From an optimization exercise on the open Yosys and OpenROAD flow, aimed at small area, a short achievable clock period and few clock cycles; shortcuts taken in it are not production practice. Where RTL was checked, it was by simulation tests only, not by an equivalence proof against the original. Power and IR drop assume default switching activity.

==> inputs of run a <==
==> flow/design.v (excerpt) <==
module frame_rx (
    input  wire        clk,
    input  wire        rst,
    input  wire        cmd_valid,
    output wire        cmd_ready,
    input  wire [15:0] cmd_word,
    input  wire [7:0]  rx_avail,
    input  wire        rx_err,
    input  wire        rx_valid,
    input  wire [7:0]  rx_data,
    output wire        rx_ready,
    output reg         rsp_valid,
    output reg  [1:0]  rsp_status,
    output reg  [31:0] rsp_data,
    output reg         ev_valid,
    output reg         ev_hdr,
    output reg  [7:0]  ev_port,
    output reg  [7:0]  ev_data
);
==> flow/config.mk <==
export PLATFORM = sky130hd
export DESIGN_NAME = frame_rx
export DESIGN_NICKNAME = frame_rx
export VERILOG_FILES = /design/flow/design.v
export SDC_FILE = /design/flow/constraint.sdc
export NUM_CORES = 4
export LEC_CHECK = 0
export CAP_MARGIN = 20
export CORE_MARGIN = 2
export CORE_UTILIZATION = 55
export PLACE_DENSITY = 0.7
export SETUP_SLACK_MARGIN = 5
export SLEW_MARGIN = 20
export TNS_END_PERCENT = 100
==> flow/constraint.sdc <==
create_clock -name core_clock -period 10.0 [get_ports {clk}]
set_input_delay 2.0000 -clock core_clock [delete_from_list [all_inputs] [get_ports {clk}]]
set_output_delay 2.0000 -clock core_clock [all_outputs]
set_load 0.01 [all_outputs]
standard.sh (not shown) runs the stock make flow with config.mk's settings and CLKGATE_MAP_FILE= SYNTH_SCRIPT=/design/flow/synth_recipe.tcl, a recipe that flattens the netlist after the stock synthesis.
==> flow/flow/run.sh <==
#!/bin/bash
set -euo pipefail
bash standard.sh SETUP_SLACK_MARGIN=6.7 finish > std_flow.log 2>&1
==> run b: changes against run a <==
==> flow/design.v (replaced) <==
module frame_rx (
    input  wire        clk,
    input  wire        rst,
    input  wire        cmd_valid,
    output wire        cmd_ready,
    input  wire [15:0] cmd_word,
    input  wire [7:0]  rx_avail,
    input  wire        rx_err,
    input  wire        rx_valid,
    input  wire [7:0]  rx_data,
    output wire        rx_ready,
    output reg         rsp_valid,
    output reg  [1:0]  rsp_status,
    output reg  [31:0] rsp_data,
    output reg         ev_valid,
    output reg         ev_hdr,
    output reg  [7:0]  ev_port,
    output reg  [7:0]  ev_data
);
    localparam [7:0] HM0 = 8'hA5, HM1 = 8'h5A;
    localparam [7:0] TM0 = 8'hC3, TM1 = 8'h3C;
    localparam [15:0] CRC_MAGIC = 16'hDBFA;    
    localparam [1:0] ST_OK = 2'd0, ST_IO_ERROR = 2'd1, ST_ILLEGAL = 2'd2;
    localparam [1:0] R_SYNC = 2'd0, R_HDR = 2'd1, R_BODY = 2'd2;
    function [15:0] crc_byte(input [15:0] c, input [7:0] d);
        integer k;
        reg [15:0] x;
        begin
            x = c ^ {8'h00, d};
            for (k = 0; k < 8; k = k + 1)
                x = x[0] ? ((x >> 1) ^ 16'hA001) : (x >> 1);
            crc_byte = x;
        end
    endfunction
    function [31:0] inc32(input [31:0] c, input ci);
        integer g, b;
        reg cy, run;
        begin
            run = ci;
            for (g = 0; g < 8; g = g + 1) begin
                cy = run;
                for (b = 0; b < 4; b = b + 1) begin
                    inc32[4*g+b] = c[4*g+b] ^ cy;
                    cy = c[4*g+b] & cy;
                end
                run = run & (&c[4*g +: 4]);
            end
        end
    endfunction
    function [31:0] add7(input [31:0] c, input [6:0] a);
        reg [7:0] lo;
        reg [31:0] up;
        begin
            lo = {1'b0, c[6:0]} + {1'b0, a};
            up = inc32({7'd0, c[31:7]}, lo[7]);
            add7 = {up[24:0], lo[6:0]};
        end
    endfunction
    reg        busy;           
    reg        rd_act;         
    reg [6:0]  rd_left;
    reg        clr_pend, reg_pend;
    reg [7:0]  reg_arg;
    reg [6:0]  free_r;         
    reg        rx_vq;
    reg [7:0]  rx_q;
    reg [7:0]  mem [0:63];
    reg [6:0]  wr;             
    reg [6:0]  cur;            
    reg [6:0]  head;           
    reg        behind;         
    reg        cb_ok;          
    reg [7:0]  cb;
    reg [6:0]  ra_c;           
    reg [1:0]  rs;
    reg        hold, hold_a5;  
    reg [2:0]  pos;            
    reg        sz_bad;
    reg [5:0]  h_size;
    reg [7:0]  h_port;
    reg [15:0] h_crc;
    reg [15:0] crc;
    reg [5:0]  rem;            
    reg        h5;             
    reg        t0_r, last_r;   
    reg        t0_ok, crc_ok;
    reg        tr_a5;          
    reg        m_found;        
    reg [6:0]  m_pos;
    reg        port_ok;
    reg        q_valid;
    reg [5:0]  q_ptr, q_size;
    reg [7:0]  q_port;
    reg [5:0]  d_ptr, d_left;
    reg        d_busy;         
    reg        i_msgs, i_crc, i_size, i_trl, i_norx;
    reg [6:0]  a_drop, a_bytes;
    reg [31:0] ctr_rcv_msgs, ctr_rcv_bytes, ctr_dropped, ctr_crc_err;
    reg [31:0] ctr_size_err, ctr_trailer_err, ctr_no_receiver;
    reg [255:0] port_reg;
    wire [7:0] arg = cmd_word[15:8];
    wire is_process  = (cmd_word == 16'h0001);
    wire is_register = (cmd_word[7:0] == 8'h02);
    wire is_read     = (cmd_word[7:0] == 8'h03) && (arg < 8'd7);
    wire is_clear    = (cmd_word == 16'h0004);
    wire [6:0] take  = ({1'b0, rx_avail} < {1'b0, free_r}) ? rx_avail[6:0] : free_r;
    assign cmd_ready = !busy;
    assign rx_ready  = rd_act;
    reg [31:0] ctr_sel;
    always @(*) begin
        case (arg[2:0])
            3'd0: ctr_sel = ctr_rcv_msgs;
            3'd1: ctr_sel = ctr_rcv_bytes;
            3'd2: ctr_sel = ctr_dropped;
            3'd3: ctr_sel = ctr_crc_err;
            3'd4: ctr_sel = ctr_size_err;
            3'd5: ctr_sel = ctr_trailer_err;
            default: ctr_sel = ctr_no_receiver;
        endcase
    end
    wire [7:0] bin  = behind ? cb : rx_q;
    wire       have = behind ? cb_ok : rx_vq;
    wire b_a5 = (bin == HM0);
    wire b_5a = (bin == HM1);
    wire b_c3 = (bin == TM0);
    wire b_3c = (bin == TM1);
    wire f_last   = last_r;
    wire hdr_end  = h5;
    wire stall    = f_last && q_valid && d_busy;
    wire step     = have && !stall;
    wire tr_ok    = t0_ok && b_3c;
    wire ok_frame = f_last && tr_ok && crc_ok;
    wire fail     = (hdr_end && sz_bad) || (f_last && !(tr_ok && crc_ok));
    wire pair_now = tr_a5 && b_5a;
    wire found    = m_found || pair_now;
    wire [6:0] k  = m_found ? m_pos : (cur - 7'd1);
    wire push     = step && ok_frame && port_ok;
    wire jump     = step && fail && m_found;      
    wire disp_idle = !d_busy && !q_valid;
    wire hdr_now  = push && disp_idle;            
    wire hdr_go   = q_valid && !d_busy;           
    wire [15:0] crc_d   = crc_byte(crc, ((rs == R_HDR) && pos[2]) ? 8'h00 : bin);
    wire [15:0] crc_trl = crc_byte(crc_byte(crc, TM0), TM1);
    wire [6:0] c_next = cur + {6'd0, step};
    wire [6:0] w_next = wr + {6'd0, rx_vq};
    wire [5:0] raddr  = d_busy ? d_ptr : ra_c[5:0];
    wire [7:0] rdata  = mem[raddr];
    wire behind_next  = jump || (c_next != w_next);
    wire cb_ok_next   = behind_next && !jump && (behind && cb_ok && !step || !d_busy);
    wire [6:0] cur_n  = (step && fail && found) ? k + 7'd2 : c_next;
    wire [5:0] dl_next = d_busy ? d_left - 6'd1 :
                         hdr_go ? q_size :
                         hdr_now ? h_size : 6'd0;
    wire q_next   = (push && !disp_idle) || (q_valid && d_busy);
    wire fin = busy && !rd_act && !behind_next && !q_next && (dl_next == 6'd0);
    always @(posedge clk) begin
        if (rx_vq)
            mem[wr[5:0]] <= rx_q;
    end
    always @(posedge clk) begin
        rx_q <= rx_data;
        port_ok <= port_reg[h_port];
        reg_arg <= arg;
        if (!(behind && cb_ok && !step)) begin
            if (ra_c == wr)
                cb <= rx_q;
            else
                cb <= rdata;
        end
    end
    always @(posedge clk) begin
        if (rst) begin
            busy <= 1'b0;
            free_r <= 7'd64;
            rd_act <= 1'b0;
            rd_left <= 7'd0;
            clr_pend <= 1'b0;
            reg_pend <= 1'b0;
            rx_vq <= 1'b0;
            wr <= 7'd0;
            cur <= 7'd0;
            head <= 7'd0;
            behind <= 1'b0;
            cb_ok <= 1'b0;
            ra_c <= 7'd0;
            rs <= R_SYNC;
            hold <= 1'b0;
            h5 <= 1'b0;
            t0_r <= 1'b0;
            last_r <= 1'b0;
            q_valid <= 1'b0;
            d_left <= 6'd0;
            d_busy <= 1'b0;
            i_msgs <= 1'b0;
            i_crc <= 1'b0;
            i_size <= 1'b0;
            i_trl <= 1'b0;
            i_norx <= 1'b0;
            a_drop <= 7'd0;
            a_bytes <= 7'd0;
            ctr_rcv_msgs <= 32'd0;
            ctr_rcv_bytes <= 32'd0;
            ctr_dropped <= 32'd0;
            ctr_crc_err <= 32'd0;
            ctr_size_err <= 32'd0;
            ctr_trailer_err <= 32'd0;
            ctr_no_receiver <= 32'd0;
            port_reg <= 256'd0;
            rsp_valid <= 1'b0;
            rsp_status <= 2'd0;
            rsp_data <= 32'd0;
            ev_valid <= 1'b0;
            ev_hdr <= 1'b0;
            ev_port <= 8'd0;
            ev_data <= 8'd0;
        end else begin
            rsp_valid <= 1'b0;
            ev_valid <= 1'b0;
            ev_hdr <= 1'b0;
            clr_pend <= 1'b0;
            reg_pend <= 1'b0;
            free_r <= 7'd64 - (wr - head);
            if (reg_pend)
                port_reg[reg_arg] <= 1'b1;
            i_msgs <= 1'b0;
            i_crc <= 1'b0;
            i_size <= 1'b0;
            i_trl <= 1'b0;
            i_norx <= 1'b0;
            a_drop <= 7'd0;
            a_bytes <= 7'd0;
            if (clr_pend) begin
                ctr_rcv_msgs <= 32'd0;
                ctr_rcv_bytes <= 32'd0;
                ctr_dropped <= 32'd0;
                ctr_crc_err <= 32'd0;
                ctr_size_err <= 32'd0;
                ctr_trailer_err <= 32'd0;
                ctr_no_receiver <= 32'd0;
            end else begin
                ctr_rcv_msgs <= inc32(ctr_rcv_msgs, i_msgs);
                ctr_rcv_bytes <= add7(ctr_rcv_bytes, a_bytes);
                ctr_dropped <= add7(ctr_dropped, a_drop);
                ctr_crc_err <= inc32(ctr_crc_err, i_crc);
                ctr_size_err <= inc32(ctr_size_err, i_size);
                ctr_trailer_err <= inc32(ctr_trailer_err, i_trl);
                ctr_no_receiver <= inc32(ctr_no_receiver, i_norx);
            end
            if (!busy) begin
                if (cmd_valid) begin
                    rsp_data <= 32'd0;
                    rsp_status <= ST_OK;
                    if (is_process) begin
                        if (rx_err) begin
                            rsp_status <= ST_IO_ERROR;
                            rsp_valid <= 1'b1;
                        end else begin
                            busy <= 1'b1;
                            rd_left <= take;
                            rd_act <= (take != 7'd0);
                        end
                    end else if (is_register) begin
                        reg_pend <= 1'b1;
                        rsp_valid <= 1'b1;
                    end else if (is_read) begin
                        rsp_data <= ctr_sel;
                        rsp_valid <= 1'b1;
                    end else if (is_clear) begin
                        clr_pend <= 1'b1;
                        rsp_valid <= 1'b1;
                    end else begin
                        rsp_status <= ST_ILLEGAL;
                        rsp_valid <= 1'b1;
                    end
                end
            end else if (fin) begin
                busy <= 1'b0;
                rsp_valid <= 1'b1;
            end
            rx_vq <= rd_act && rx_valid;
            if (rd_act && rx_valid) begin
                rd_left <= rd_left - 7'd1;
                if (rd_left == 7'd1)
                    rd_act <= 1'b0;
            end
            wr <= w_next;
            behind <= behind_next;
            cb_ok <= cb_ok_next;
            ra_c <= cur_n + {6'd0, behind_next && cb_ok_next};
            d_left <= dl_next;
            d_busy <= (dl_next != 6'd0);
            q_valid <= q_next;
            if (d_busy) begin
                ev_valid <= 1'b1;
                ev_data <= rdata;
                d_ptr <= d_ptr + 6'd1;
            end else if (hdr_go) begin
                ev_valid <= 1'b1;
                ev_hdr <= 1'b1;
                ev_port <= q_port;
                ev_data <= {2'b00, q_size};
                d_ptr <= q_ptr;
            end else if (hdr_now) begin
                ev_valid <= 1'b1;
                ev_hdr <= 1'b1;
                ev_port <= h_port;
                ev_data <= {2'b00, h_size};
                d_ptr <= head[5:0] + 6'd6;
            end
            if (push && !disp_idle) begin
                q_ptr <= head[5:0] + 6'd6;
                q_size <= h_size;
                q_port <= h_port;
            end
            cur <= c_next;
            if (step) begin
                if (rs == R_SYNC) begin
                    if (hold && hold_a5 && b_5a) begin
                        rs <= R_HDR;
                        hold <= 1'b0;
                        pos <= 3'd2;
                        crc <= CRC_MAGIC;
                        tr_a5 <= 1'b0;
                        m_found <= 1'b0;
                    end else begin
                        if (hold)
                            a_drop <= 7'd1;
                        hold <= 1'b1;
                        hold_a5 <= b_a5;
                        head <= cur;
                    end
                end else begin
                    pos <= pos + 3'd1;
                    h5 <= (rs == R_HDR) && (pos == 3'd4);
                    crc <= crc_d;
                    tr_a5 <= b_a5;
                    if (!m_found && pair_now) begin
                        m_found <= 1'b1;
                        m_pos <= cur - 7'd1;
                    end
                    if (rs == R_HDR) begin
                        case (pos[1:0])
                            2'd2: begin
                                sz_bad <= (bin > 8'd56);
                                h_size <= bin[5:0];
                            end
                            2'd3: h_port <= bin;
                            2'd0: h_crc[7:0] <= bin;
                            default: h_crc[15:8] <= bin;
                        endcase
                        if (hdr_end && !sz_bad) begin
                            rs <= R_BODY;
                            rem <= h_size + 6'd2;
                            t0_r <= (h_size == 6'd0);
                        end
                    end else begin
                        rem <= rem - 6'd1;
                        t0_r <= (rem == 6'd3);
                        last_r <= (rem == 6'd2);
                        if (t0_r) begin
                            t0_ok <= b_c3;
                            crc_ok <= (crc_trl == h_crc);
                        end
                    end
                    if (fail || ok_frame) begin
                        h5 <= 1'b0;
                        t0_r <= 1'b0;
                        last_r <= 1'b0;
                    end
                    if (fail) begin
                        i_size <= hdr_end;
                        i_trl <= f_last && !tr_ok;
                        i_crc <= f_last && tr_ok;
                        if (found) begin
                            a_drop <= k - head;
                            head <= k;
                            cur <= k + 7'd2;
                            rs <= R_HDR;
                            pos <= 3'd2;
                            crc <= CRC_MAGIC;
                            tr_a5 <= 1'b0;
                            m_found <= 1'b0;
                        end else begin
                            a_drop <= cur - head;
                            head <= cur;
                            hold <= 1'b1;
                            hold_a5 <= b_a5;
                            rs <= R_SYNC;
                        end
                    end else if (ok_frame) begin
                        i_msgs <= 1'b1;
                        a_bytes <= {1'b0, h_size} + 7'd8;
                        i_norx <= !port_ok;
                        head <= cur + 7'd1;
                        rs <= R_SYNC;
                        hold <= 1'b0;
                    end
                end
            end
        end
    end
endmodule
- CTS_CLUSTER_DIAMETER: not set -> 120
- CTS_CLUSTER_SIZE: not set -> 24
==> run c: changes against run a <==
--- a/flow/design.v
+++ b/flow/design.v
@@ -69,66 +69,65 @@
     reg [6:0]  cur;            
     reg [6:0]  head;           
     reg        behind;         
     reg        cb_ok;          
     reg [7:0]  cb;
     reg [1:0]  rs;
     reg        hold, hold_a5;  
-    reg [5:0]  off;            
+    reg [2:0]  pos;            
     reg        sz_bad;
     reg [5:0]  h_size;
     reg [7:0]  h_port;
     reg [15:0] h_crc;
     reg [15:0] crc;
     reg [5:0]  rem;            
     reg        h5;             
     reg        t0_r, last_r;   
     reg        t0_ok, crc_ok;
     reg        tr_a5;          
     reg        m_found;        
     reg [6:0]  m_pos;
-    reg [5:0]  m_off;          
     reg        port_ok;
     reg        q_valid;
     reg [5:0]  q_ptr, q_size;
     reg [7:0]  q_port;
     reg [5:0]  d_ptr, d_left;
     reg        d_busy;         
     reg        pre_hdr;        
     reg        i_msgs, i_crc, i_size, i_trl, i_norx;
-    reg [6:0]  a_drop, a_bytes;
+    reg [6:0]  a_drop;
     reg [31:0] ctr_rcv_msgs, ctr_rcv_bytes, ctr_dropped, ctr_crc_err;
     reg [31:0] ctr_size_err, ctr_trailer_err, ctr_no_receiver;
     reg [255:0] port_reg;
     wire [7:0] arg = cmd_word[15:8];
     wire is_process  = (cmd_word == 16'h0001);
     wire is_register = (cmd_word[7:0] == 8'h02);
     wire is_read     = (cmd_word[7:0] == 8'h03) && (arg < 8'd7);
     wire is_clear    = (cmd_word == 16'h0004);
     wire [6:0] take  = ({1'b0, rx_avail} < {1'b0, free_r}) ? rx_avail[6:0] : free_r;
     assign cmd_ready = !busy;
     assign rx_ready  = rd_act;
     wire [31:0] n_msgs  = clr_pend ? 32'd0 : inc32(ctr_rcv_msgs, i_msgs);
-    wire [31:0] n_bytes = clr_pend ? 32'd0 : add7(ctr_rcv_bytes, a_bytes);
+    wire [31:0] n_bytes = clr_pend ? 32'd0 :
+                          add7(ctr_rcv_bytes, i_msgs ? {1'b0, h_size} + 7'd8 : 7'd0);
     wire [31:0] n_drop  = clr_pend ? 32'd0 : add7(ctr_dropped, a_drop);
     wire [31:0] n_crc   = clr_pend ? 32'd0 : inc32(ctr_crc_err, i_crc);
     wire [31:0] n_size  = clr_pend ? 32'd0 : inc32(ctr_size_err, i_size);
     wire [31:0] n_trl   = clr_pend ? 32'd0 : inc32(ctr_trailer_err, i_trl);
     wire [31:0] n_norx  = clr_pend ? 32'd0 : inc32(ctr_no_receiver, i_norx);
-    wire [31:0] rd_drop = inc32(ctr_dropped, a_drop[0]);
     reg [31:0] ctr_sel;
     always @(*) begin
         case (arg[2:0])
-            3'd0: ctr_sel = ctr_rcv_msgs;
-            3'd1: ctr_sel = ctr_rcv_bytes;
-            3'd2: ctr_sel = rd_drop;
-            3'd3: ctr_sel = ctr_crc_err;
-            3'd4: ctr_sel = ctr_size_err;
-            3'd5: ctr_sel = ctr_trailer_err;
-            default: ctr_sel = ctr_no_receiver;
+            3'd0: ctr_sel = n_msgs;
+            3'd1: ctr_sel = n_bytes;
+            3'd2: ctr_sel = n_drop;
+            3'd3: ctr_sel = n_crc;
+            3'd4: ctr_sel = n_size;
+            3'd5: ctr_sel = n_trl;
+            default: ctr_sel = n_norx;
         endcase
     end
     wire [7:0] bin  = behind ? cb : rx_q;
     wire       have = behind ? cb_ok : rx_vq;
     wire b_a5 = (bin == HM0);
     wire b_5a = (bin == HM1);
     wire b_c3 = (bin == TM0);
@@ -144,15 +143,15 @@
     wire found    = m_found || pair_now;
     wire [6:0] k  = m_found ? m_pos : (cur - 7'd1);
     wire push     = step && ok_frame && port_ok && !pre_hdr;
     wire jump     = step && fail && m_found;      
     wire disp_idle = !d_busy && !q_valid;
     wire hdr_now  = push && disp_idle;            
     wire hdr_go   = q_valid && !d_busy;           
-    wire [15:0] crc_d   = crc_byte(crc, ((rs == R_HDR) && off[2]) ? 8'h00 : bin);
+    wire [15:0] crc_d   = crc_byte(crc, ((rs == R_HDR) && pos[2]) ? 8'h00 : bin);
     wire [15:0] crc_trl = crc_byte(crc_byte(crc, TM0), TM1);
     wire [6:0] head_n = !step ? head :
                         (rs == R_SYNC) ? ((hold && hold_a5 && b_5a) ? head : cur) :
                         fail ? (found ? k : cur) :
                         ok_frame ? cur + 7'd1 : head;
     wire [6:0] c_next = cur + {6'd0, step};
     wire [6:0] w_next = wr + {6'd0, rx_vq};
@@ -163,15 +162,15 @@
     wire [5:0] dl_next = d_busy ? d_left - 6'd1 :
                          hdr_go ? q_size :
                          hdr_now ? h_size : 6'd0;
     wire q_next   = (push && !disp_idle) || (q_valid && d_busy);
     wire pre_ok    = !behind && rx_vq && !stall && t0_r && b_c3 &&
                      (crc_trl == h_crc) && port_ok && disp_idle;
     wire early_hdr = pre_ok && rd_act && rx_valid && (rx_data == TM1);
-    wire calm_next = rx_vq ? (!stall && ((rs == R_SYNC) || (rs == R_HDR && !off[2]) ||
+    wire calm_next = rx_vq ? (!stall && ((rs == R_SYNC) || (rs == R_HDR && !pos[2]) ||
                                          (rs == R_BODY && !t0_r && !last_r)))
                            : ((rs == R_SYNC) || (rs == R_HDR && !h5) ||
                               (rs == R_BODY && !last_r));
     wire early_fin = busy && rd_act && rx_valid && (rd_left == 7'd1) && !behind &&
                      calm_next && !q_next && (dl_next == 6'd0);
     wire fin = busy && !rd_act && !behind_next && !q_next && (dl_next == 6'd0);
     always @(posedge clk) begin
@@ -214,15 +213,14 @@
             pre_hdr <= 1'b0;
             i_msgs <= 1'b0;
             i_crc <= 1'b0;
             i_size <= 1'b0;
             i_trl <= 1'b0;
             i_norx <= 1'b0;
             a_drop <= 7'd0;
-            a_bytes <= 7'd0;
             ctr_rcv_msgs <= 32'd0;
             ctr_rcv_bytes <= 32'd0;
             ctr_dropped <= 32'd0;
             ctr_crc_err <= 32'd0;
             ctr_size_err <= 32'd0;
             ctr_trailer_err <= 32'd0;
             ctr_no_receiver <= 32'd0;
@@ -236,25 +234,23 @@
             ev_data <= 8'd0;
         end else begin
             rsp_valid <= 1'b0;
             ev_valid <= 1'b0;
             ev_hdr <= 1'b0;
             clr_pend <= 1'b0;
             reg_pend <= 1'b0;
-            free_r <= 7'd64 - (w_next - ((step && rs == R_SYNC && !(hold && hold_a5 && b_5a)) ?
-                                         cur : head));
+            free_r <= 7'd64 - (w_next - head_n);
             if (reg_pend)
                 port_reg[reg_arg] <= 1'b1;
             i_msgs <= 1'b0;
             i_crc <= 1'b0;
             i_size <= 1'b0;
             i_trl <= 1'b0;
             i_norx <= 1'b0;
             a_drop <= 7'd0;
-            a_bytes <= 7'd0;
             ctr_rcv_msgs <= n_msgs;
             ctr_rcv_bytes <= n_bytes;
             ctr_dropped <= n_drop;
             ctr_crc_err <= n_crc;
             ctr_size_err <= n_size;
             ctr_trailer_err <= n_trl;
             ctr_no_receiver <= n_norx;
@@ -331,36 +327,35 @@
             cur <= c_next;
             head <= head_n;
             if (step) begin
                 if (rs == R_SYNC) begin
                     if (hold && hold_a5 && b_5a) begin
                         rs <= R_HDR;
                         hold <= 1'b0;
-                        off <= 6'd2;
+                        pos <= 3'd2;
                         crc <= CRC_MAGIC;
                         tr_a5 <= 1'b0;
                         m_found <= 1'b0;
                     end else begin
                         if (hold)
                             a_drop <= 7'd1;
                         hold <= 1'b1;
                         hold_a5 <= b_a5;
                     end
                 end else begin
-                    off <= off + 6'd1;
-                    h5 <= (rs == R_HDR) && (off == 6'd4);
+                    pos <= pos + 3'd1;
+                    h5 <= (rs == R_HDR) && (pos == 3'd4);
                     crc <= crc_d;
                     tr_a5 <= b_a5;
                     if (!m_found && pair_now) begin
                         m_found <= 1'b1;
                         m_pos <= cur - 7'd1;
-                        m_off <= off - 6'd1;
                     end
                     if (rs == R_HDR) begin
-                        case (off[1:0])
+                        case (pos[1:0])
                             2'd2: begin
                                 sz_bad <= (bin > 8'd56);
                                 h_size <= bin[5:0];
                             end
                             2'd3: h_port <= bin;
                             2'd0: h_crc[7:0] <= bin;
                             default: h_crc[15:8] <= bin;
@@ -385,30 +380,29 @@
                         last_r <= 1'b0;
                     end
                     if (fail) begin
                         i_size <= hdr_end;
                         i_trl <= f_last && !tr_ok;
                         i_crc <= f_last && tr_ok;
                         if (found) begin
-                            a_drop <= {1'b0, m_found ? m_off : off - 6'd1};
+                            a_drop <= k - head;
                             cur <= k + 7'd2;
                             rs <= R_HDR;
-                            off <= 6'd2;
+                            pos <= 3'd2;
                             crc <= CRC_MAGIC;
                             tr_a5 <= 1'b0;
                             m_found <= 1'b0;
                         end else begin
-                            a_drop <= {1'b0, off};
+                            a_drop <= cur - head;
                             hold <= 1'b1;
                             hold_a5 <= b_a5;
                             rs <= R_SYNC;
                         end
                     end else if (ok_frame) begin
                         i_msgs <= 1'b1;
-                        a_bytes <= {1'b0, h_size} + 7'd8;
                         i_norx <= !port_ok;
                         rs <= R_SYNC;
                         hold <= 1'b0;
                     end
                 end
             end
         end
- CTS_CLUSTER_DIAMETER: not set -> 120
- CTS_CLUSTER_SIZE: not set -> 24
==> notes <==
Run b finished with timing, DRC and antenna clean. Run c went through all stages and came out clean. Run a produced a clean layout. The highest register-to-register slack belongs to run b, the lowest to run c. Global-route usage: run b is lower than run a (1.4 points). The highest first-iteration DRC count belongs to run c, the lowest to run a. Non-clock buffer count, lowest first: run b, run a, run c. Die area: run a > run c > run b. The lowest sequential cell count belongs to run c, the highest to run a.
==> figures <==
Count of plain and timing-repair buffers in the layout: run c 319; run a 278; run b 246
Crit path from: run c h_size[1]; run a cb[1]; run b cmd_word[8]
Outcome: run c no timing/DRC/antenna violations; run a no timing/DRC/antenna violations; run b no timing/DRC/antenna violations
Vias: run c 37350; run a 37250; run b 36900
Critical path type: run c reg2reg; run a reg2reg; run b in2reg
Switching Fraction: run c 25.18%; run a 23.64%; run b 24.53%
Worst Setup Slack post-DPL: run c 4995 ps; run a 4854 ps; run b 4298 ps
P_comb: run c 1.13 mW; run a 1.04 mW; run b 941 uW
Post-synth design cell area: run c 53960 um^2; run a 54290 um^2; run b 53930 um^2
FILL cells: run c 7273; run a 7148; run b 7710
Cell area after layout: run c 62200 um^2; run a 64070 um^2; run b 59130 um^2
Data arrival time at the worst-slack endpoint: run c 4730 ps; run a 4220 ps; run b 3950 ps
Count of H-tree levels built during CTS: run c 2; run a 4; run b 2
Fmax: run c 244.5 MHz; run a 277.7 MHz; run b 301.7 MHz
Testbench counts of run a, summed over its fixed seeds: cycles 46,051.
Testbench counts of run b, summed over its fixed seeds: cycles 46,664.
Function not checked in run c: the RTL went through the layout flow alone.

## what the ideal ports hide
Ports are ideal in the flow. The routed layouts listed here were re-timed in OpenROAD. Step 1: set_driving_cell puts a clkbuf_16 on clk and a buf_2 on each other input, an assumption about the parent block. Step 2, shift: input delay + t, output delay - t, t = (earliest + latest rising clock arrival at the registers) / 2. This alone moves slack from input paths to output paths. Three values: ideal, step 1, step 2; two values: the first two.
| run | shift t [ns] | slack for setup (ns) | hold WS [ns] | clock arrival spread, ns | worst slew at a driven data input, ns |
|---|---|---|---|---|---|
| run a | 0.822 | 6.399 / 6.399 / 5.813 | 0.455 / 0.455 / 0.455 | 0.033 / 0.033 | 0.06 |
| run b | 0.768 | 6.686 / 6.664 / 5.966 | 0.471 / 0.471 / 0.471 | 0.031 / 0.031 | 0.15 |
| run c | 0.774 | 5.910 / 5.910 / 5.875 | 0.455 / 0.455 / 0.455 | 0.037 / 0.037 | 0.06 |
After both steps every run listed still meets setup and hold. The setup slack of run b, which loses most, moves by -0.022 ns with the drivers and by -0.720 ns with both steps.
